Context: an optimization exercise on an open-source flow, tuned for small area, a short achievable clock period and few clock cycles. The choices shown serve that exercise and are no tape-out recipe.
The RTL was checked by simulation tests, not by an equivalence proof against the original design.
Power is estimated from default activity; no workload was simulated.

==> flow/flow/run.sh <==
#!/bin/bash
set -euo pipefail
export SETUP_SLACK_MARGIN=6.5
bash standard.sh > standard.log 2>&1
==> flow/standard.sh <==
#!/bin/bash
# synth_recipe.tcl (not shown) runs the flow's synth.tcl, then flattens the netlist and writes it again
# the make line also repeats each setting of config.mk as NAME=value (left out here)
make -C /OpenROAD-flow-scripts/flow DESIGN_CONFIG=/design/flow/config.mk WORK_HOME=/design/flow/orfs CLKGATE_MAP_FILE= SYNTH_SCRIPT=/design/flow/synth_recipe.tcl "${@:-finish}"
==> flow/config.mk <==
export PLATFORM = sky130hd
export DESIGN_NAME = apf_core
export DESIGN_NICKNAME = apf_core
export VERILOG_FILES = /design/flow/design.v
export SDC_FILE = /design/flow/constraint.sdc
export NUM_CORES = 4
export LEC_CHECK = 0
export CAP_MARGIN = 20
export CORE_MARGIN = 2
export CORE_UTILIZATION = 40
export PLACE_DENSITY = 0.55
export SLEW_MARGIN = 20
==> flow/constraint.sdc <==
create_clock -name core_clock -period 11.0 [get_ports {clk}]
set_input_delay 2.2000 -clock core_clock [delete_from_list [all_inputs] [get_ports {clk}]]
set_output_delay 2.2000 -clock core_clock [all_outputs]
set_load 0.01 [all_outputs]
==> flow/design.v <==
module apf_core (
    input  wire        clk,
    input  wire        rst,           
    input  wire        start,         
    input  wire [31:0] program_len,
    input  wire [31:0] packet_len,
    input  wire [31:0] filter_age,
    output wire        prog_rd,
    output wire [31:0] prog_addr,
    input  wire [7:0]  prog_data,
    output wire        pkt_rd,
    output wire [31:0] pkt_addr,
    input  wire [7:0]  pkt_data,
    output reg         done,          
    output reg         pass           
);
    localparam integer S_IDLE = 0,  S_REDIR = 1,  S_RCHK = 2,  S_OP  = 3,
                       S_IMM  = 4,  S_CMP   = 5,  S_JX   = 6,  S_LD0 = 7,
                       S_LDX  = 8,  S_LD1   = 9,  S_LDD  = 10, S_JB0 = 11,
                       S_JB1  = 12, S_JB2   = 13, S_LIT  = 14, S_MD0 = 15,
                       S_MD   = 16, S_SLOT  = 17;
    localparam integer NS = 18;
    localparam [1:0] M_MUL = 2'd0, M_DIV = 2'd1, M_SHL = 2'd2, M_SHR = 2'd3;
    localparam integer NT = 2;
    localparam integer SP = 16 / NT;
    localparam integer SB = (SP == 16) ? 4 : (SP == 8) ? 3 : (SP == 4) ? 2 : (SP == 2) ? 1 : 0;
    reg [NS-1:0] st;
    reg [31:0] fa;           
    reg        fa_lt;        
    reg        dropf;        
    reg        pv;           
    reg [31:0] plen_r, klen_r;
    reg [31:0] budget;
    reg [31:0] r0, r1;
    reg [4:0]  opc;
    reg        rsel;
    reg [1:0]  szf;          
    reg [1:0]  bcnt;         
    reg [31:0] imm;          
    reg [31:0] cmp;          
    reg        exv;          
    reg [31:0] paddr;        
    reg [2:0]  lcnt;         
    reg        okf;          
    reg        eovf, nz;     
    reg        lmore;        
    reg        differ;       
    reg [5:0]  mcnt;
    reg [1:0]  mmode;
    reg        mskip;        
    reg        hit_r;        
    reg [3:0]  hp;           
    reg [3:0]  ic;           
    reg        k0ok, st1;
    reg [31:0] ring [0:15];
    wire [7:0]  b      = prog_data;
    wire [31:0] rr     = rsel ? r1 : r0;           
    wire [31:0] xop    = rsel ? r1 : imm;          
    reg  [31:0] simm;
    always @(*) begin
        case (szf)
            2'd1:    simm = {{24{imm[7]}}, imm[7:0]};
            2'd2:    simm = {{16{imm[15]}}, imm[15:0]};
            default: simm = imm;
        endcase
    end
    wire [31:0] shv    = rsel ? r1 : simm;
    wire [31:0] imm_nx = {imm[23:0], b};
    wire        op_cj  = (opc >= 5'd15 && opc <= 5'd19);
    wire        op_ld  = (opc >= 5'd1 && opc <= 5'd6);
    wire        op_md  = (opc == 5'd8 || opc == 5'd9 || opc == 5'd12);
    wire        op_jmpc = (opc >= 5'd14 && opc <= 5'd20);       
    wire        ld_idx = (opc >= 5'd4);
    wire        nopf   = (opc == 5'd14) || (op_cj && rsel);
    wire [2:0]  ld_sz  = (opc == 5'd1 || opc == 5'd4) ? 3'd1 :
                         (opc == 5'd2 || opc == 5'd5) ? 3'd2 : 3'd4;
    wire        ld_last  = st[S_LDD] && (lcnt == 3'd1);
    wire        act_op   = st[S_OP] || ld_last || (st[S_SLOT] && hit_r);
    reg         bdec;         
    wire        bud0     = bdec ? (budget == 32'd1) : (budget == 32'd0);
    wire        dec      = act_op && pv && !bud0;      
    wire        imm_byte = st[S_IMM] && pv;
    wire        imm_last = imm_byte && (bcnt == 2'd0);
    wire        cmp_byte = st[S_CMP] && pv;
    wire        cmp_last = cmp_byte && (bcnt == 2'd0);
    wire        lit_byte = st[S_LIT] && pv;
    wire        lit_last = lit_byte && !lmore;
    assign prog_rd   = fa_lt && (act_op || st[S_CMP] || st[S_LIT] || st[S_REDIR] ||
                                 st[S_JX] || (st[S_IMM] && !(bcnt == 2'd0 && nopf)));
    assign prog_addr = fa;
    assign pkt_rd    = (st1 && k0ok) || ((st[S_LD1] || st[S_JB2]) && okf) ||
                       (st[S_LDD] && lcnt != 3'd1) || (st[S_LIT] && lmore);
    assign pkt_addr  = paddr;
    wire        consume  = pv && (act_op || st[S_IMM] || st[S_CMP] || st[S_LIT]);
    reg         x_add, x_and, x_or, x_li, x_cj, x_jb, x_nn, x_swap, x_mov, x_fault;
    wire        exo      = st[S_OP];
    wire        ex_add   = exo && x_add;
    wire        ex_and   = exo && x_and;
    wire        ex_or    = exo && x_or;
    wire        ex_li    = exo && x_li;
    wire        ex_cj    = exo && x_cj;
    wire        ex_jb    = exo && x_jb;
    wire        ex_nn    = exo && x_nn;                                 
    wire        ex_swap  = exo && x_swap;
    wire        ex_mov   = exo && x_mov;
    wire        ex_fault = exo && x_fault;
    wire        md_div  = st[S_MD] && mmode == M_DIV;
    wire        md_mul  = st[S_MD] && mmode == M_MUL;
    wire        cmp_sub = ex_cj || st[S_JX] || md_div;
    wire [31:0] bx      = st[S_LD0] ? imm : ex_nn ? rr : xop;
    wire        b_inv   = cmp_sub || ex_nn;
    wire        b_zero  = md_mul && !r0[31];
    wire [31:0] add_b   = b_zero ? 32'd0 : (bx ^ {32{b_inv}});
    wire [32:0] add_a   = st[S_MD]  ? {md_div & cmp[31], cmp[30:0], md_div & r0[31]} :
                          st[S_LD0] ? {1'b0, r1} :
                          st[S_JB0] ? {1'b0, rr} :
                          ex_nn     ? 33'd0 : {1'b0, r0};
    wire        add_c   = cmp_sub || (ex_nn && imm[0]);
    wire [33:0] add_s   = {1'b0, add_a} + {1'b0, b_inv, add_b} + {33'd0, add_c};
    wire [31:0] sum     = add_s[31:0];
    wire [31:0] andv   = r0 & xop;
    wire        eq     = (r0 == xop);
    wire        ge     = add_s[33] ^ 1'b1 ^ 1'b1;    
    reg         cond;
    always @(*) begin
        case (opc)
            5'd15:   cond = eq;
            5'd16:   cond = !eq;
            5'd17:   cond = ge && !eq;
            5'd18:   cond = !ge;
            default: cond = (andv != 32'd0);
        endcase
    end
    wire        taken  = (ex_cj && cond) || (ex_jb && differ);
    wire        bu_p    = st[S_RCHK] || st[S_OP];
    wire [31:0] bu_len  = bu_p ? plen_r : klen_r;
    wire [31:0] bu_x    = st[S_RCHK] ? fa : (st[S_OP] ? cmp : (st[S_LD0] ? imm : (st[S_JB1] ? imm : paddr)));
    wire [32:0] bu      = {1'b0, bu_len} - {1'b0, bu_x};
    wire        bu_pos  = !bu[32] && (bu[31:0] != 32'd0);      
    wire        bu_m1   = (bu == 33'h1FFFFFFFF);               
    wire        bu_gsz  = !bu[32] && (bu[31:3] != 29'd0 || bu[2:0] >= ld_sz);
    wire [31:0] fa_tgt = fa + cmp;
    wire [31:0] fa_inc = fa + 32'd1;
    wire [31:0] pinc   = paddr + 32'd1;
    wire [31:0] m13v   = (k0ok && pkt_data[7:4] == 4'd4) ? {26'd0, pkt_data[3:0], 2'b00} : 32'd0;
    reg  [31:0] init0, initk;
    always @(*) begin
        case (hp)
            4'd13:   init0 = m13v;
            4'd14:   init0 = packet_len;
            4'd15:   init0 = filter_age;
            default: init0 = 32'd0;
        endcase
        case (imm[3:0])
            4'd13:   initk = m13v;
            4'd14:   initk = packet_len;
            4'd15:   initk = filter_age;
            default: initk = 32'd0;
        endcase
    end
    reg  [3:0]  tsel_r;                              
    reg  [31:0] tapval;
    integer j;
    always @(*) begin
        tapval = ring[0];
        for (j = 1; j < NT; j = j + 1)
            if (tsel_r[3:SB] == j) tapval = ring[j * SP];
    end
    wire        init_on = (ic != 4'd0);
    wire [31:0] rdval   = init_on ? initk : tapval;
    wire        slot_do = st[S_SLOT] && hit_r;
    wire        stm_do  = slot_do && imm[4];
    wire        ldm_do  = slot_do && !imm[4];
    integer i;
    always @(posedge clk) begin
        for (i = 0; i < 16; i = i + 1) begin
            if ((i % SP) == SP - 1) begin
                if (stm_do && tsel_r[3:SB] == ((i + 1) % 16) / SP)
                    ring[i] <= rr;
                else if (init_on)
                    ring[i] <= (i == 15) ? init0 : 32'd0;
                else
                    ring[i] <= ring[(i + 1) % 16];
            end else
                ring[i] <= ring[i + 1];
        end
    end
    wire        mul_div = (mmode == M_MUL) || (mmode == M_DIV);
    wire        skip8   = (mcnt[5:3] != 3'd0) && (!mul_div || (mskip && r0[31:24] == 8'd0));
    wire        md_fin  = skip8 ? (mcnt == 6'd8) : (mcnt == 6'd1);
    wire        dq      = add_s[33];                 
    wire [31:0] a_sh    = skip8 ? {cmp[23:0], r0[31:24]} : {cmp[30:0], r0[31]};
    wire        a_add   = !skip8 && ((mmode == M_MUL) || (mmode == M_DIV && dq));
    wire [31:0] a_nx    = a_add ? sum : a_sh;
    wire [31:0] b_nx    = skip8 ? {r0[23:0], 8'd0} : {r0[30:0], mmode == M_DIV && dq};
    wire        md_a_r0 = md_fin && (mmode == M_MUL || mmode == M_SHR);
    wire        sh_zero = (shv == 32'd0);
    wire        sh_l    = !shv[31] && shv[30:5] == 26'd0 && shv[4:0] != 5'd0;
    wire        sh_r    = shv[31] && shv[30:5] == 26'h3FFFFFF && shv[4:0] != 5'd0;
    wire [4:0]  d_op   = dec ? b[7:3] : opc;
    wire        d_r    = dec ? b[0] : rsel;
    wire        d_any  = (dec && b[2:1] == 2'd0) || imm_last;      
    wire        d_ld   = (d_op >= 5'd1 && d_op <= 5'd6);
    wire        d_md   = (d_op == 5'd8 || d_op == 5'd9 || d_op == 5'd12);
    wire        d_jb   = (d_op == 5'd20);
    wire        d_cjr  = (d_op >= 5'd15 && d_op <= 5'd20) && !d_r;   
    wire        d_slot = (d_op == 5'd21) && (dec || imm_nx[31:5] == 27'd0);
    wire        d_jnop = dec && (d_op >= 5'd14 && d_op <= 5'd19);    
    wire        d_jx   = imm_last && (d_op == 5'd14 || (d_op >= 5'd15 && d_op <= 5'd19 && d_r));
    wire [31:0] d_imm  = dec ? 32'd0 : imm_nx;
    wire        d_eok  = (d_imm[31:6] == 26'd0) && d_imm[5] && (d_imm[4:2] == 3'd0);    
    wire        d_ex   = !(d_ld || d_md || (imm_last && d_cjr) || d_jb || d_slot || d_jx || d_jnop);
    wire        d_known = (d_op == 5'd7 || d_op == 5'd10 || d_op == 5'd11 || d_op == 5'd13 ||
                           (d_op == 5'd21 && d_eok));
    reg [NS-1:0] nst;
    reg          fin, verdict, nexv;
    reg [1:0]    nbcnt;
    always @(*) begin
        nst     = st;
        fin     = 1'b0;
        verdict = 1'b1;
        nexv    = exv;
        if (st[S_IDLE]) begin
            if (start) nst = (1 << S_REDIR);
        end
        if (st[S_REDIR]) nst = (1 << S_OP);
        if (st[S_RCHK])  nst = (1 << S_REDIR);
        if (act_op) begin
            nexv = 1'b0;
            if (bud0)
                fin = 1'b1;
            else if (!pv) begin
                fin = 1'b1;
                verdict = !dropf;
            end else if (b[2:1] != 2'd0)
                nst = (1 << S_IMM);
        end
        if (st[S_IMM] && !pv) fin = 1'b1;              
        if (st[S_CMP] && !pv) fin = 1'b1;              
        if (st[S_LIT] && !pv) fin = 1'b1;              
        if (d_any) begin
            nexv = 1'b0;
            if (d_ld)                      nst = (1 << S_LD0);
            else if (d_md)                 nst = (1 << S_MD0);
            else if (imm_last && d_cjr)    nst = (1 << S_CMP);
            else if (d_jb)                 nst = (1 << S_JB0);
            else if (d_slot)               nst = (1 << S_SLOT);
            else if (d_jx)                 nst = (1 << S_JX);
            else if (d_jnop)               nst = (1 << S_OP);
            else begin                     nst = (1 << S_OP); nexv = 1'b1; end
        end
        if (cmp_last) begin
            if (opc == 5'd20) nst = (1 << S_JB0);
            else begin        nst = (1 << S_OP); nexv = 1'b1; end
        end
        if (lit_last) begin nst = (1 << S_OP); nexv = 1'b1; end
        if (st[S_JX]) nst = ((opc == 5'd14) || cond) ? (1 << S_RCHK) : (1 << S_OP);
        if (st[S_LD0]) nst = ld_idx ? (1 << S_LDX) : (1 << S_LD1);
        if (st[S_LDX]) nst = (1 << S_LD1);
        if (st[S_LD1]) begin
            if (okf) nst = (1 << S_LDD);
            else     fin = 1'b1;
        end
        if (st[S_JB0]) nst = (1 << S_JB1);
        if (st[S_JB1]) nst = (1 << S_JB2);
        if (st[S_JB2]) begin
            if (okf) nst = (1 << S_LIT);
            else     fin = 1'b1;
        end
        if (st[S_MD0]) begin
            if (opc == 5'd9 && xop == 32'd0) fin = 1'b1;
            else if (opc == 5'd12 && !(sh_l || sh_r)) nst = (1 << S_OP);
            else nst = (1 << S_MD);
        end
        if (st[S_MD] && md_fin) nst = (1 << S_OP);
        if (ex_fault) begin
            fin = 1'b1;
            verdict = 1'b1;
        end
        if (taken) begin
            fin  = 1'b0;
            nst  = (1 << S_REDIR);
            nexv = 1'b0;
        end
        if (fin) begin
            nst  = (1 << S_IDLE);
            nexv = 1'b0;
        end
    end
    wire        s_sum  = ex_add || ex_nn;
    wire        s_r1   = (ex_mov && !rsel) || ex_swap;
    wire        s_ld   = st[S_LDD];
    wire        s_a    = st[S_MD] && md_a_r0;
    wire        s_b    = st[S_MD] && !md_a_r0;
    wire [31:0] res    = ({32{s_sum}}   & sum)   |
                         ({32{ex_and}}  & andv)  |
                         ({32{ex_or}}   & (r0 | xop)) |
                         ({32{ex_li}}   & simm)  |
                         ({32{s_r1}}    & r1)    |
                         ({32{ldm_do}}  & rdval) |
                         ({32{s_ld}}    & {rr[23:0], pkt_data}) |
                         ({32{s_a}}     & a_nx)  |
                         ({32{s_b}}     & b_nx);
    wire        start_now = st[S_IDLE] && start;
    wire        ld_wr   = (st[S_LD1] && okf) || st[S_LDD];
    wire        rr_wr   = ex_li || ex_nn || ex_mov || ldm_do || ld_wr;
    wire        wr0     = start_now || ex_add || ex_and || ex_or || ex_swap || (rr_wr && !rsel) ||
                          st[S_MD] || (st[S_MD0] && opc == 5'd12 && !sh_zero && !(sh_l || sh_r));
    wire        wr1     = start_now || ex_swap || (rr_wr && rsel);
    wire        r1_r0   = ex_swap || (ex_mov && rsel);
    wire [3:0]  hp1    = hp + 4'd1;
    wire [3:0]  kd_nx  = imm_nx[3:0] - hp1;          
    wire [3:0]  kd_0   = 4'd0 - hp1;
    wire [3:0]  kd_st  = imm[3:0] - hp1;
    wire        jx_tk  = st[S_JX] && ((opc == 5'd14) || cond);
    wire        dec_ok = dec && !taken;
    wire        imm_jmp = imm_last && op_jmpc;         
    wire        imm_en  = dec || imm_byte || cmp_byte || st[S_JB0];
    wire [31:0] imm_d   = ({32{(imm_byte && !imm_jmp) || cmp_byte}} & imm_nx) |
                          ({32{st[S_JB0]}} & sum);
    wire        cmp_tgt = (cmp_last && opc != 5'd20) || lit_last;
    wire        cmp_en  = dec || imm_jmp || cmp_tgt || st[S_MD0] || st[S_MD];
    wire [31:0] cmp_d   = ({32{imm_jmp}} & imm_nx) | ({32{cmp_tgt}} & fa_tgt) |
                          ({32{st[S_MD]}} & a_nx);
    wire        pa_sum  = st[S_LD0] && ld_idx;
    wire        pa_imm  = st[S_LD0] && !ld_idx;
    wire        pa_en   = start_now || pkt_rd || st[S_LD0] || st[S_JB0];
    wire [31:0] pa_d    = ({32{pkt_rd}} & pinc) | ({32{pa_sum}} & sum) |
                          ({32{pa_imm}} & imm) | ({32{st[S_JB0]}} & rr);
    always @(posedge clk) begin
        st     <= rst ? (1 << S_IDLE) : nst;
        exv    <= rst ? 1'b0 : nexv;
        done   <= !rst && fin;
        if (rst) pass <= 1'b0;
        else if (fin) pass <= verdict;
        st1    <= !rst && start_now;
        if (rst) ic <= 4'd0;
        else if (start_now) ic <= SP[3:0];
        else if (init_on) ic <= ic - 4'd1;
        hp     <= start_now ? 4'd12 : hp1;
        plen_r <= program_len;
        klen_r <= packet_len;
        if (start_now) begin
            fa    <= 32'd0;
            fa_lt <= (program_len != 32'd0);
            dropf <= 1'b0;
        end else if (taken) begin
            fa    <= cmp;
            fa_lt <= bu_pos;
            dropf <= bu_m1;
        end else if (jx_tk) begin
            fa    <= fa_tgt;
        end else if (st[S_RCHK]) begin
            fa_lt <= bu_pos;
            dropf <= bu_m1;
        end else if (prog_rd) begin
            fa    <= fa_inc;
            fa_lt <= (fa_inc != plen_r);
            dropf <= 1'b0;
        end
        if (start_now || st[S_REDIR]) pv <= prog_rd;
        else                           pv <= prog_rd || (pv && !consume);
        bdec <= !start_now && dec_ok;
        if (start_now)   budget <= program_len;
        else if (bdec)   budget <= budget - 32'd1;
        if (dec) begin
            opc  <= b[7:3];
            rsel <= b[0];
            szf  <= b[2:1];
        end
        if (dec)                   bcnt <= (b[2:1] == 2'd1) ? 2'd0 : (b[2:1] == 2'd2) ? 2'd1 : 2'd3;
        else if (imm_byte || cmp_byte) begin
            if (imm_last && d_cjr) bcnt <= (szf == 2'd1) ? 2'd0 : (szf == 2'd2) ? 2'd1 : 2'd3;
            else                   bcnt <= bcnt - 2'd1;
        end
        begin : xkind
            reg go;
            go = d_any ? d_ex : (cmp_last || lit_last);
            x_add   <= go && d_any && d_op == 5'd7;
            x_and   <= go && d_any && d_op == 5'd10;
            x_or    <= go && d_any && d_op == 5'd11;
            x_li    <= go && d_any && d_op == 5'd13;
            x_nn    <= go && d_any && d_op == 5'd21 && d_eok && !d_imm[1];
            x_swap  <= go && d_any && d_op == 5'd21 && d_eok && d_imm[1:0] == 2'd2;
            x_mov   <= go && d_any && d_op == 5'd21 && d_eok && d_imm[1:0] == 2'd3;
            x_fault <= go && d_any && !d_known;
            x_cj    <= go && cmp_last;
            x_jb    <= go && lit_last;
        end
        if (imm_en) imm <= imm_d;
        if (cmp_en) cmp <= cmp_d;
        if (pa_en)  paddr <= pa_d;
        if (pkt_rd) lmore <= (pinc != imm);
        if (wr0) r0 <= res;
        if (wr1) r1 <= r1_r0 ? r0 : res;
        if (dec)           begin hit_r <= (kd_0[SB-1:0] == 0);  tsel_r <= kd_0;  end
        else if (imm_byte) begin hit_r <= (kd_nx[SB-1:0] == 0); tsel_r <= kd_nx; end
        else if (st[S_SLOT]) begin hit_r <= (kd_st[SB-1:0] == 0); tsel_r <= kd_st; end
        if (st[S_LD0] || st[S_LDX]) okf <= bu_gsz;
        if (st[S_JB1])              okf <= nz && !eovf && !bu[32];
        if (st[S_LD1])              lcnt <= ld_sz;
        else if (st[S_LDD])         lcnt <= lcnt - 3'd1;
        if (st[S_JB0]) begin
            eovf   <= add_s[32];
            nz     <= (xop != 32'd0);
            differ <= 1'b0;
        end
        if (lit_byte) differ <= differ || (prog_data != pkt_data);
        if (st[S_MD0]) begin
            mskip <= 1'b1;
            mcnt  <= (opc == 5'd12) ? {1'b0, shv[4:0]} : 6'd32;
            mmode <= (opc == 5'd8) ? M_MUL : (opc == 5'd9) ? M_DIV : sh_l ? M_SHL : M_SHR;
        end
        if (st[S_MD]) begin
            mcnt <= mcnt - (skip8 ? 6'd8 : 6'd1);
            if (!skip8) mskip <= 1'b0;
        end
        if (start_now) begin
            paddr <= 32'd0;
            k0ok  <= (packet_len != 32'd0);
        end
    end
endmodule
==> summary.txt, run 1 <==
Async SR Flop Fraction=0%; post-synthesis sequential element count=873; CP Launch Type=register; crit-path cells=clkinvlp_4, a31oi_4, buf_12, buf_12, buf_12, a22oi_2, o21ai_2, ha_4, or2_2, a21oi_2, a21oi_2, a211o_1, a221o_2, o21ai_4, buf_12, buf_12, buf_6, nand3_2, a31oi_4, a221o_1, mux2_2; Worst slew margin=14.7%; Final setup viols=0; Synth top area share=30.4%; # DRC=0; CTS Root Cell=clkbuf_16; port bufs=182; Cell Area, Synth=0.0454 sq mm; Layout Nets=5851; Die H=341 um; total gr overflow=0; largest net degree at the start of global routing=67; DRT Wirelength=250 mm; Routed wire per std cell=35.0 um; IO Count=183; Hold Crit Class=register to register; post-synthesis instance total=5104; CTS Sinks=873; worst setup path class=register to register; total negative slack for setup checks=0 ps; maximum VDD drop=145 uV; worst setup skew after layout=42.2 ps; final hold viol count=0; vias in the first global route=42.7k; CTS tree=yes; Starting Density=40.4%; crit share post-route=45.4%; Place WS=4340 ps; critical path capture point type=register; share of layout cells above drive strength 1=23.1%; number of buffers created by CTS=92; worst-skew pair later-pin latency=740 ps; hold depth=0; post-route minimum period=5000 ps; Slew @ Worst Pin=1270 ps; H-tree depth=3; dpl cell area=0.0492 sq mm; Post-Syn Nets=5414; Most common cell on crit path=buf_12; CORE AREA=0.112 sq mm; Pre-Repair DR Iteration Count=7; FF-to-FF Start=st[11]$_SDFF_PP0_; Min-Delay Endpoint=ring[4][11]$_DFF_P_; FF-to-FF End=r1[10]$_DFFE_PP_; HP Start=ring[5][11]$_DFF_P_; Tot GR Track Use=40.8%; Syn. warnings=2; post-DP HPWL=173 mm; Yosys cell types=101; clock-pin slew on the worst setup and hold paths=60 ps; first-pass GRT wire length=337 mm; syn_area_per_cell=8.89 sq um; R2R cell count=21; Post-Route Utilization=53.8%; Synth area leaders=dfxtp_1 (30%), edfxtp_1 (12%), ha_1 (5.2%); slowest stage delay, CP=570 ps; largest area contributor in the netlist=dfxtp_1; antenna violations before repair=13; global placer's final weighted congestion=1.04; Critical Path Fanout Max=13; hold_ws=307 ps; Most used DFF post-synth=dfxtp_1; Fillers=10.3k; r2r setup slk=6000 ps; post-route cell area=0.0605 sq mm; die width=341 um; clk buf depth=3; Worst EP required=11590 ps; Cell Pwr Density=196 mW/mm^2; leakage=0.0232 uW; max-slew violation count=0; P&R area growth vs syn=33.3%; Vias per Instance=6.57; Crit path arrival time=5590 ps; number of max-cap violations=0; Final ANT Viol Nets=0; unrepaired setup endpoints after global routing=yes; Max Freq=0.200 GHz; Site Rows=123; slowest CP cell=dfxtp_4; Iter 0 DRT Violations=6437; die area=0.116 sq mm; Post-synth EDFFs=184; outcome=finished clean; Worst Slack Setup Final=6000 ps; via count=46.8k; sequential area share after synthesis=42.6%
[cell type report]
class | instances | area [sq um] | area share, %
antenna | 8 | 20.0 | 0.0331
clock buffer | 129 | 2670 | 4.41
clock inverter | 40 | 524 | 0.867
inverter | 192 | 761 | 1.26
multi-input combinational | 3689 | 27900 | 46.1
sequential | 873 | 19300 | 32.0
tap | 1500 | 1880 | 3.10
timing repair buffer | 692 | 7410 | 12.2
timing repair inverter | 1 | 5.00 | 0.00827
[report_power, final]
| group | switching, uW | leakage (uW) | internal [uW] |
|---|---|---|---|
| combinational | 2810 | 0.0143 | 1670 |
| sequential | 362 | 0.00738 | 3690 |
| clock | 1420 | 0.00157 | 1880 |
[critical path, delay by kind of cell, from the launching register on]
kind	cells	cell delay (ps)
compound gates	10	2380
buf+inv	7	1130
flops	1	570
simple gates	2	390
fa+ha+maj	1	230
mux	1	160
[registers in the layout (all words and copies together), names as in the netlist, 18 cells and up]
name and count:
budget 32, cmp 32, fa 32, imm 32
klen_r 32, paddr 32, plen_r 32, r0 32
r1 32, ring 512, st 18
[routing by layer]
layer | share of wire, % | vias to the layer above | wire, um | global-route usage (%)
met4 | 9.9 | 4 | 24700 | 30.2
met3 | 13 | 962 | 31600 | 13.2
met2 | 40 | 3508 | 101000 | 59.0
met1 | 37 | 22582 | 92200 | 50.7
met5 | 0.012 | - | 31 | 0
li1 | - | 19778 | - | -
[synthesized netlist by cell type, types with 38 or more instances]
cell type / instances
nand2_1: 360
a22o_1: 60
xnor2_1: 149
nand4_1: 51
a211oi_1: 71
nand2b_1: 44
inv_1: 191
a22oi_1: 109
a21o_1: 45
edfxtp_1: 184
o211ai_1: 38
clkbuf_1: 301
xor2_1: 108
and3_1: 41
a21oi_1: 396
mux2i_1: 57
nand3_1: 148
dfxtp_1: 689
nor2_1: 432
ha_1: 189
a21boi_0: 38
o21ai_0: 410
a221o_1: 61
a31oi_1: 72
nor4_1: 78
mux2_2: 64
o22ai_1: 42
a221oi_1: 86
nor3_1: 109
[how the worst max path moves through the flow]
stage / slack (ps) / start / end
2_1_floorplan: 6200 / rsel$_DFF_P_ / r1[22]$_DFFE_PP_
3_3_place_gp: 4070 / rsel$_DFF_P_ / r1[22]$_DFFE_PP_
3_5_place_dp: 4340 / rsel$_DFF_P_ / r1[30]$_DFFE_PP_
4_1_cts: 6130 / lcnt[0]$_DFFE_PP_ / prog_rd
5_1_grt: 5960 / mmode[0]$_SDFFCE_PP0P_ / r1[28]$_DFFE_PP_
6_report: 6000 / st[11]$_SDFF_PP0_ / r1[10]$_DFFE_PP_
[placed cells by master (no fill, tap or decap), types with 144 or more instances in the layout]
| master | n |
|---|---|
| a21oi_1 | 314 |
| buf_4 | 332 |
| clkdlybuf4s50_1 | 177 |
| dfxtp_1 | 678 |
| edfxtp_1 | 184 |
| ha_1 | 144 |
| inv_1 | 184 |
| nand2_1 | 326 |
| nor2_1 | 405 |
| o21ai_0 | 312 |
[metrics by stage]
| stage | cells | power (uW) |
|---|---|---|
| 4_1_cts | 6990 | 11400 |
| 5_1_grt | 7118 | 12200 |
| 2_1_floorplan | 5104 | 6010 |
| 3_3_place_gp | 6590 | 7500 |
| 6_report | 7124 | 11800 |
| 3_5_place_dp | 6591 | 7490 |
[cell families after synthesis]
family | share of synthesized area [%]
mux | 2.90
xor+xnor | 4.96
buf+inv | 4.55
flops | 42.6
compound gates | 23.9
simple gates | 15.7
fa+ha+maj | 5.47
[repair_timing]
action                     CTS  global route
buffers inserted           202           115
resized for setup          687           312
hold buffers                 0             0
pin swaps                  172           181
gates cloned                28            11
setup endpoints to repair  287           221
Testbench counts, summed over its fixed seeds: cycles 191,009.
==> run 2: changes to the inputs <==
--- a/flow/design.v
+++ b/flow/design.v
@@ -48,6 +48,7 @@
     reg [5:0]  mcnt;
     reg [1:0]  mmode;
     reg        mskip;        
+    reg        ahi;          
     reg        hit_r;        
     reg [3:0]  hp;           
     reg [3:0]  ic;           
@@ -56,15 +57,7 @@
     wire [7:0]  b      = prog_data;
     wire [31:0] rr     = rsel ? r1 : r0;           
     wire [31:0] xop    = rsel ? r1 : imm;          
-    reg  [31:0] simm;
-    always @(*) begin
-        case (szf)
-            2'd1:    simm = {{24{imm[7]}}, imm[7:0]};
-            2'd2:    simm = {{16{imm[15]}}, imm[15:0]};
-            default: simm = imm;
-        endcase
-    end
-    wire [31:0] shv    = rsel ? r1 : simm;
+    wire [31:0] shv    = xop;
     wire [31:0] imm_nx = {imm[23:0], b};
     wire        op_cj  = (opc >= 5'd15 && opc <= 5'd19);
     wire        op_ld  = (opc >= 5'd1 && opc <= 5'd6);
@@ -106,21 +99,22 @@
     wire        ex_fault = exo && x_fault;
     wire        md_div  = st[S_MD] && mmode == M_DIV;
     wire        md_mul  = st[S_MD] && mmode == M_MUL;
-    wire        cmp_sub = ex_cj || st[S_JX] || md_div;
+    wire        div_sub = md_div && !ahi;
+    wire        cmp_sub = ex_cj || st[S_JX] || div_sub;
     wire [31:0] bx      = st[S_LD0] ? imm : ex_nn ? rr : xop;
     wire        b_inv   = cmp_sub || ex_nn;
     wire        b_zero  = md_mul && !r0[31];
     wire [31:0] add_b   = b_zero ? 32'd0 : (bx ^ {32{b_inv}});
-    wire [32:0] add_a   = st[S_MD]  ? {md_div & cmp[31], cmp[30:0], md_div & r0[31]} :
-                          st[S_LD0] ? {1'b0, r1} :
-                          st[S_JB0] ? {1'b0, rr} :
-                          ex_nn     ? 33'd0 : {1'b0, r0};
+    wire [33:0] add_a   = st[S_MD]  ? {md_div & ahi, cmp[31] & md_div, cmp[30:0], md_div & r0[31]} :
+                          st[S_LD0] ? {2'b0, r1} :
+                          st[S_JB0] ? {2'b0, rr} :
+                          ex_nn     ? 34'd0 : {2'b0, r0};
     wire        add_c   = cmp_sub || (ex_nn && imm[0]);
-    wire [33:0] add_s   = {1'b0, add_a} + {1'b0, b_inv, add_b} + {33'd0, add_c};
+    wire [33:0] add_s   = add_a + {b_inv, b_inv, add_b} + {33'd0, add_c};
     wire [31:0] sum     = add_s[31:0];
     wire [31:0] andv   = r0 & xop;
     wire        eq     = (r0 == xop);
-    wire        ge     = add_s[33] ^ 1'b1 ^ 1'b1;    
+    wire        ge     = !add_s[33];                 
     reg         cond;
     always @(*) begin
         case (opc)
@@ -135,11 +129,14 @@
     wire        bu_p    = st[S_RCHK] || st[S_OP];
     wire [31:0] bu_len  = bu_p ? plen_r : klen_r;
     wire [31:0] bu_x    = st[S_RCHK] ? fa : (st[S_OP] ? cmp : (st[S_LD0] ? imm : (st[S_JB1] ? imm : paddr)));
-    wire [32:0] bu      = {1'b0, bu_len} - {1'b0, bu_x};
+    wire        aux_t   = (st[S_CMP] && pv && bcnt == 2'd0) || (st[S_LIT] && pv && !lmore) || st[S_JX];
+    wire [31:0] aux_a   = aux_t ? fa : bu_len;
+    wire [31:0] aux_b   = aux_t ? cmp : ~bu_x;
+    wire [32:0] bu      = {1'b0, aux_a} + {!aux_t, aux_b} + {32'd0, !aux_t};
     wire        bu_pos  = !bu[32] && (bu[31:0] != 32'd0);      
     wire        bu_m1   = (bu == 33'h1FFFFFFFF);               
     wire        bu_gsz  = !bu[32] && (bu[31:3] != 29'd0 || bu[2:0] >= ld_sz);
-    wire [31:0] fa_tgt = fa + cmp;
+    wire [31:0] fa_tgt = bu[31:0];
     wire [31:0] fa_inc = fa + 32'd1;
     wire [31:0] pinc   = paddr + 32'd1;
     wire [31:0] m13v   = (k0ok && pkt_data[7:4] == 4'd4) ? {26'd0, pkt_data[3:0], 2'b00} : 32'd0;
@@ -188,9 +185,9 @@
     wire        mul_div = (mmode == M_MUL) || (mmode == M_DIV);
     wire        skip8   = (mcnt[5:3] != 3'd0) && (!mul_div || (mskip && r0[31:24] == 8'd0));
     wire        md_fin  = skip8 ? (mcnt == 6'd8) : (mcnt == 6'd1);
-    wire        dq      = add_s[33];                 
+    wire        dq      = !add_s[32];                
     wire [31:0] a_sh    = skip8 ? {cmp[23:0], r0[31:24]} : {cmp[30:0], r0[31]};
-    wire        a_add   = !skip8 && ((mmode == M_MUL) || (mmode == M_DIV && dq));
+    wire        a_add   = !skip8 && ((mmode == M_MUL) || (mmode == M_DIV));
     wire [31:0] a_nx    = a_add ? sum : a_sh;
     wire [31:0] b_nx    = skip8 ? {r0[23:0], 8'd0} : {r0[30:0], mmode == M_DIV && dq};
     wire        md_a_r0 = md_fin && (mmode == M_MUL || mmode == M_SHR);
@@ -290,17 +287,14 @@
     wire        s_sum  = ex_add || ex_nn;
     wire        s_r1   = (ex_mov && !rsel) || ex_swap;
     wire        s_ld   = st[S_LDD];
-    wire        s_a    = st[S_MD] && md_a_r0;
-    wire        s_b    = st[S_MD] && !md_a_r0;
     wire [31:0] res    = ({32{s_sum}}   & sum)   |
                          ({32{ex_and}}  & andv)  |
                          ({32{ex_or}}   & (r0 | xop)) |
-                         ({32{ex_li}}   & simm)  |
+                         ({32{ex_li}}   & imm)   |
                          ({32{s_r1}}    & r1)    |
                          ({32{ldm_do}}  & rdval) |
-                         ({32{s_ld}}    & {rr[23:0], pkt_data}) |
-                         ({32{s_a}}     & a_nx)  |
-                         ({32{s_b}}     & b_nx);
+                         ({32{s_ld}}    & {rr[23:0], pkt_data});
+    wire [31:0] md_r0  = md_a_r0 ? a_nx : b_nx;
     wire        start_now = st[S_IDLE] && start;
     wire        ld_wr   = (st[S_LD1] && okf) || st[S_LDD];
     wire        rr_wr   = ex_li || ex_nn || ex_mov || ldm_do || ld_wr;
@@ -316,7 +310,10 @@
     wire        dec_ok = dec && !taken;
     wire        imm_jmp = imm_last && op_jmpc;         
     wire        imm_en  = dec || imm_byte || cmp_byte || st[S_JB0];
-    wire [31:0] imm_d   = ({32{(imm_byte && !imm_jmp) || cmp_byte}} & imm_nx) |
+    wire        imm_sx  = imm_last && (opc == 5'd12 || opc == 5'd13);
+    wire [31:0] imm_ext = (imm_sx && szf == 2'd1 && b[7])   ? 32'hFFFFFF00 :
+                          (imm_sx && szf == 2'd2 && imm[7]) ? 32'hFFFF0000 : 32'd0;
+    wire [31:0] imm_d   = ({32{(imm_byte && !imm_jmp) || cmp_byte}} & (imm_nx | imm_ext)) |
                           ({32{st[S_JB0]}} & sum);
     wire        cmp_tgt = (cmp_last && opc != 5'd20) || lit_last;
     wire        cmp_en  = dec || imm_jmp || cmp_tgt || st[S_MD0] || st[S_MD];
@@ -391,7 +388,7 @@
         if (cmp_en) cmp <= cmp_d;
         if (pa_en)  paddr <= pa_d;
         if (pkt_rd) lmore <= (pinc != imm);
-        if (wr0) r0 <= res;
+        if (wr0) r0 <= st[S_MD] ? md_r0 : res;
         if (wr1) r1 <= r1_r0 ? r0 : res;
         if (dec)           begin hit_r <= (kd_0[SB-1:0] == 0);  tsel_r <= kd_0;  end
         else if (imm_byte) begin hit_r <= (kd_nx[SB-1:0] == 0); tsel_r <= kd_nx; end
@@ -406,6 +403,8 @@
             differ <= 1'b0;
         end
         if (lit_byte) differ <= differ || (prog_data != pkt_data);
+        if (st[S_MD0]) ahi <= 1'b0;
+        else if (st[S_MD] && !skip8) ahi <= add_s[32];
         if (st[S_MD0]) begin
             mskip <= 1'b1;
             mcnt  <= (opc == 5'd12) ? {1'b0, shv[4:0]} : 6'd32;
==> summary.txt, run 2 <==
largest area contributor in the netlist=dfxtp_1; Tot GR Track Use=40.0% (-0.79 points); crit share post-route=45.6% (+0.17 points); DRT Wirelength=234 mm (-6.1%); post-synthesis sequential element count=874 (+0.11%); register area=0.0194 sq mm (+0.13%); Iter 0 DRT Violations=6527 (+1.4%); leakage=0.0224 uW (-3.8%); Final setup viols=0 (unchanged); number of buffers created by CTS=92 (unchanged); switching part of the total=38.8% (about the same); global route hottest layer=met2; met2 Usage GRT=55.4% (-3.6 points); clk buf depth=3 (unchanged); Vias per Instance=6.55 (-0.43%); CORE AREA=0.107 sq mm (-5.1%); number of max-cap violations=0 (unchanged); CTS tree=yes; share of power burned in registers=33.0% (-1.2 points); Layout Nets=5556 (-5.0%); worst setup skew after layout=59.2 ps (+16.9 ps); Fillers=9565 (-6.7%); most flop-heavy register=ring; Pre-Repair DR Iteration Count=10 (+3); HP Start=ring[13][22]$_DFF_P_; max-slew violation count=0 (unchanged); Post-Syn Nets=5131 (-5.2%); r2r setup slk=5980 ps (-20 ps); Cell Area, Synth=0.0429 sq mm (-5.5%); post-route minimum period=5020 ps (+18.6 ps); Min-Delay Endpoint=ring[12][22]$_DFF_P_; unrepaired setup endpoints after global routing=yes; IO Count=183 (unchanged); most frequent cells in the layout=dfxtp_1 (675), nand2_1 (498), buf_4 (344); CP Launch Type=register; Site Rows=120 (-2.4%); Syn. warnings=2 (unchanged); hold_ws=322 ps (+14.3 ps); # DRC=0 (unchanged); clock-pin slew on the worst setup and hold paths=70 ps (about the same); outcome=finished clean; combinational cell fraction of total power=40.5% (+2.6 points); post-synthesis instance total=4853 (-4.9%); worst-skew pair later-pin latency=740 ps (about the same); Worst EP required=11610 ps (+20 ps); Critical Path Fanout Max=16 (+3); P&R area growth vs syn=34.6%; total gr overflow=0 (unchanged); worst setup path class=register to register; grt met1 use=51.7% (+1.0 points); max reg flops=512 (unchanged); hold depth=0 (unchanged); Routed wire per std cell=34.6 um (-1.2%); Most used DFF post-synth=dfxtp_1; commonest non-fill, non-tap cell in the layout=dfxtp_1; multi-input logic area=0.0255 sq mm (-8.6%); CTS Root Cell=clkbuf_16; antenna violations before repair=15 (+2); Post-synth EDFFs=184 (unchanged); syn_area_per_cell=8.84 sq um (-0.57%); Crit path arrival time=5620 ps (+30 ps); Worst slew margin=20.5% (+5.9 points); clock network power share=26.5% (-1.4 points); share of layout cells above drive strength 1=23.5% (+0.41 points); FF-to-FF End=fa[19]$_SDFFE_PP0P_; H-tree depth=3 (unchanged); Hold Crit Class=register to register; total negative slack for setup checks=0 ps (unchanged); Synth top area share=32.2% (+1.8 points); Hold Buf Count CTS=0 (unchanged); critical path capture point type=register; die width=332 um (-2.7%); Die H=332 um (-2.7%); sequential area share after synthesis=45.1% (+2.5 points); CTS Sinks=874 (+0.11%); Async SR Flop Fraction=0% (unchanged); port bufs=182 (unchanged); Yosys cell types=88 (-13%); via count=44.3k (-5.4%); Slew @ Worst Pin=1190 ps (-76.5 ps); P_sw=4820 uW (+4.9%); P_int=7600 uW (+5.0%); most frequent cell after synthesis=dfxtp_1; Max Freq=0.199 GHz (-0.37%); Commonest cells post-synth=dfxtp_1 (690), nand2_1 (546), o21ai_0 (449); global placer's final weighted congestion=1.04 (+0.12%); die area=0.110 sq mm (-5.4%); Synth area leaders=dfxtp_1 (32%), edfxtp_1 (13%), o21ai_0 (5.2%); largest net degree at the start of global routing=72 (+7.5%); maximum VDD drop=173 uV (+19%); R2R cell count=22 (+4.8%); Starting Density=40.2% (-0.15 points); first-pass GRT wire length=314 mm (-6.8%); Cell Pwr Density=215 mW/mm^2 (+10%); final hold viol count=0 (unchanged); Final ANT Viol Nets=0 (unchanged); post-DP HPWL=158 mm (-8.6%); FF-to-FF Start=rsel$_DFF_P_; met3 Track Usage GR=13.0% (-0.21 points); vias in the first global route=39.6k (-7.3%)
## run 2: cell type report
class / instances / area share (%)
multi-input combinational: 3453 / 44.1
sequential: 874 / 33.5
timing repair buffer: 679 / 12.4
antenna: 10 / 0.0433
tap: 1403 / 3.04
timing repair inverter: 2 / 0.0433
clock inverter: 37 / 0.953
clock buffer: 135 / 4.62
inverter: 176 / 1.24
## run 2: routing by layer
layer  routed length, um  vias to the layer above
met4               22900                        8
li1                    -                    18489
met3               30600                      999
met1               89000                    21357
met5                  50                        -
met2               91700                     3456
## run 2: worst max-delay path: stages (launching register included)
cell	delay (ps)
dfxtp_4	440
buf_12	180
a21o_4	230
a31oi_4	180
buf_4	170
bufbuf_16	330
a22oi_1	150
o21ai_1	310
ha_4	280
nor2_1	140
nor2_1	80
o31a_1	180
buf_4	170
nand4bb_1	190
o31a_1	350
o211ai_4	160
mux2i_4	140
o21a_4	260
buf_12	150
or3_4	450
clkbuf_16	200
o21ai_1	130
a21oi_1	50
## run 2: kinds of logic after synthesis
kind of cell             after synthesis  synth area share [%]
AND/OR/NAND/NOR                     1433                  15.4
XOR/XNOR                             268                  5.47
adder cells (fa/ha/maj)              163                  4.86
flip-flops                           874                  45.1
AO/OA/AOI/OAI                       1492                  22.2
multiplexers                          96                  2.31
buffers and inverters                527                  4.71
## run 2: worst max path at each step
| stage | from | end | slack (ps) |
|---|---|---|---|
| finish | rsel$_DFF_P_ | fa[19]$_SDFFE_PP0P_ | 5980 |
| global route | rsel$_DFF_P_ | fa[22]$_SDFFE_PP0P_ | 5950 |
| CTS | lcnt[0]$_DFFE_PP_ | prog_rd | 6070 |
| detailed placement | rsel$_DFF_P_ | fa[5]$_SDFFE_PP0P_ | 3950 |
| global placement | rsel$_DFF_P_ | fa[5]$_SDFFE_PP0P_ | 4150 |
| floorplan | mmode[1]$_SDFFCE_PP0P_ | fa[22]$_SDFFE_PP0P_ | 6480 |
## run 2: repair_timing
action                                 4_1_cts  5_1_grt
endpoints found under the hold margin        0        0
setup endpoints to repair                  279      172
setup buffers                              192      132
gates resized for setup                    574      455
pin swaps                                  112      264
cloned                                      24       17
## run 2: stage by stage
stage	worst slack, ps	cells	area (sq um)	util, %	total power (uW)
after floorplan	6480	4853	43200	-	5830
after global placement	4150	6221	46400	43.5	7330
after detailed placement	3950	6222	46400	43.5	7330
after CTS	6070	6610	54300	50.9	11600
after global routing	5950	6759	57700	54.1	12700
final	5980	6769	57700	54.1	12400
## run 2: power groups by stage
stage	clock network (uW)	registers [uW]	logic, uW
floorplan	0	3920	1910
global placement	0	4110	3220
detailed placement	0	4120	3210
CTS	3330	4060	4180
global route	3450	4120	5150
finish	3290	4100	5030
Testbench counts of run 2, summed over its fixed seeds: cycles 191,009.

## what the ideal ports hide
How much do the figures lean on ideal ports? The routed layouts below were timed once more, with nothing changed but the port constraints.
Step 1 (the two cells are an assumption about what drives the block):
set clk [get_ports {clk}]
set_driving_cell -lib_cell sky130_fd_sc_hd__clkbuf_16 $clk
set_driving_cell -lib_cell sky130_fd_sc_hd__buf_2 [delete_from_list [all_inputs] $clk]
Step 2 also shifts input and output timing later by t, the mid clock arrival at the registers, as if the neighbouring blocks saw the same clock.
a / b / c = ideal / step 1 / step 2; a / b = the first two.
| run | shift t [ns] | setup slack, ns | worst hold slack (ns) |
|---|---|---|---|
| run 1 | 0.786 | 6.003 / 6.003 / 5.393 | 0.307 / 0.307 / 0.307 |
| run 2 | 0.785 | 5.985 / 5.985 / 5.587 | 0.322 / 0.322 / 0.322 |
After both steps every run listed still meets setup and hold. For run 1, which loses most, drivers alone change the setup slack by 0.000 ns; drivers and shift together by -0.610 ns.
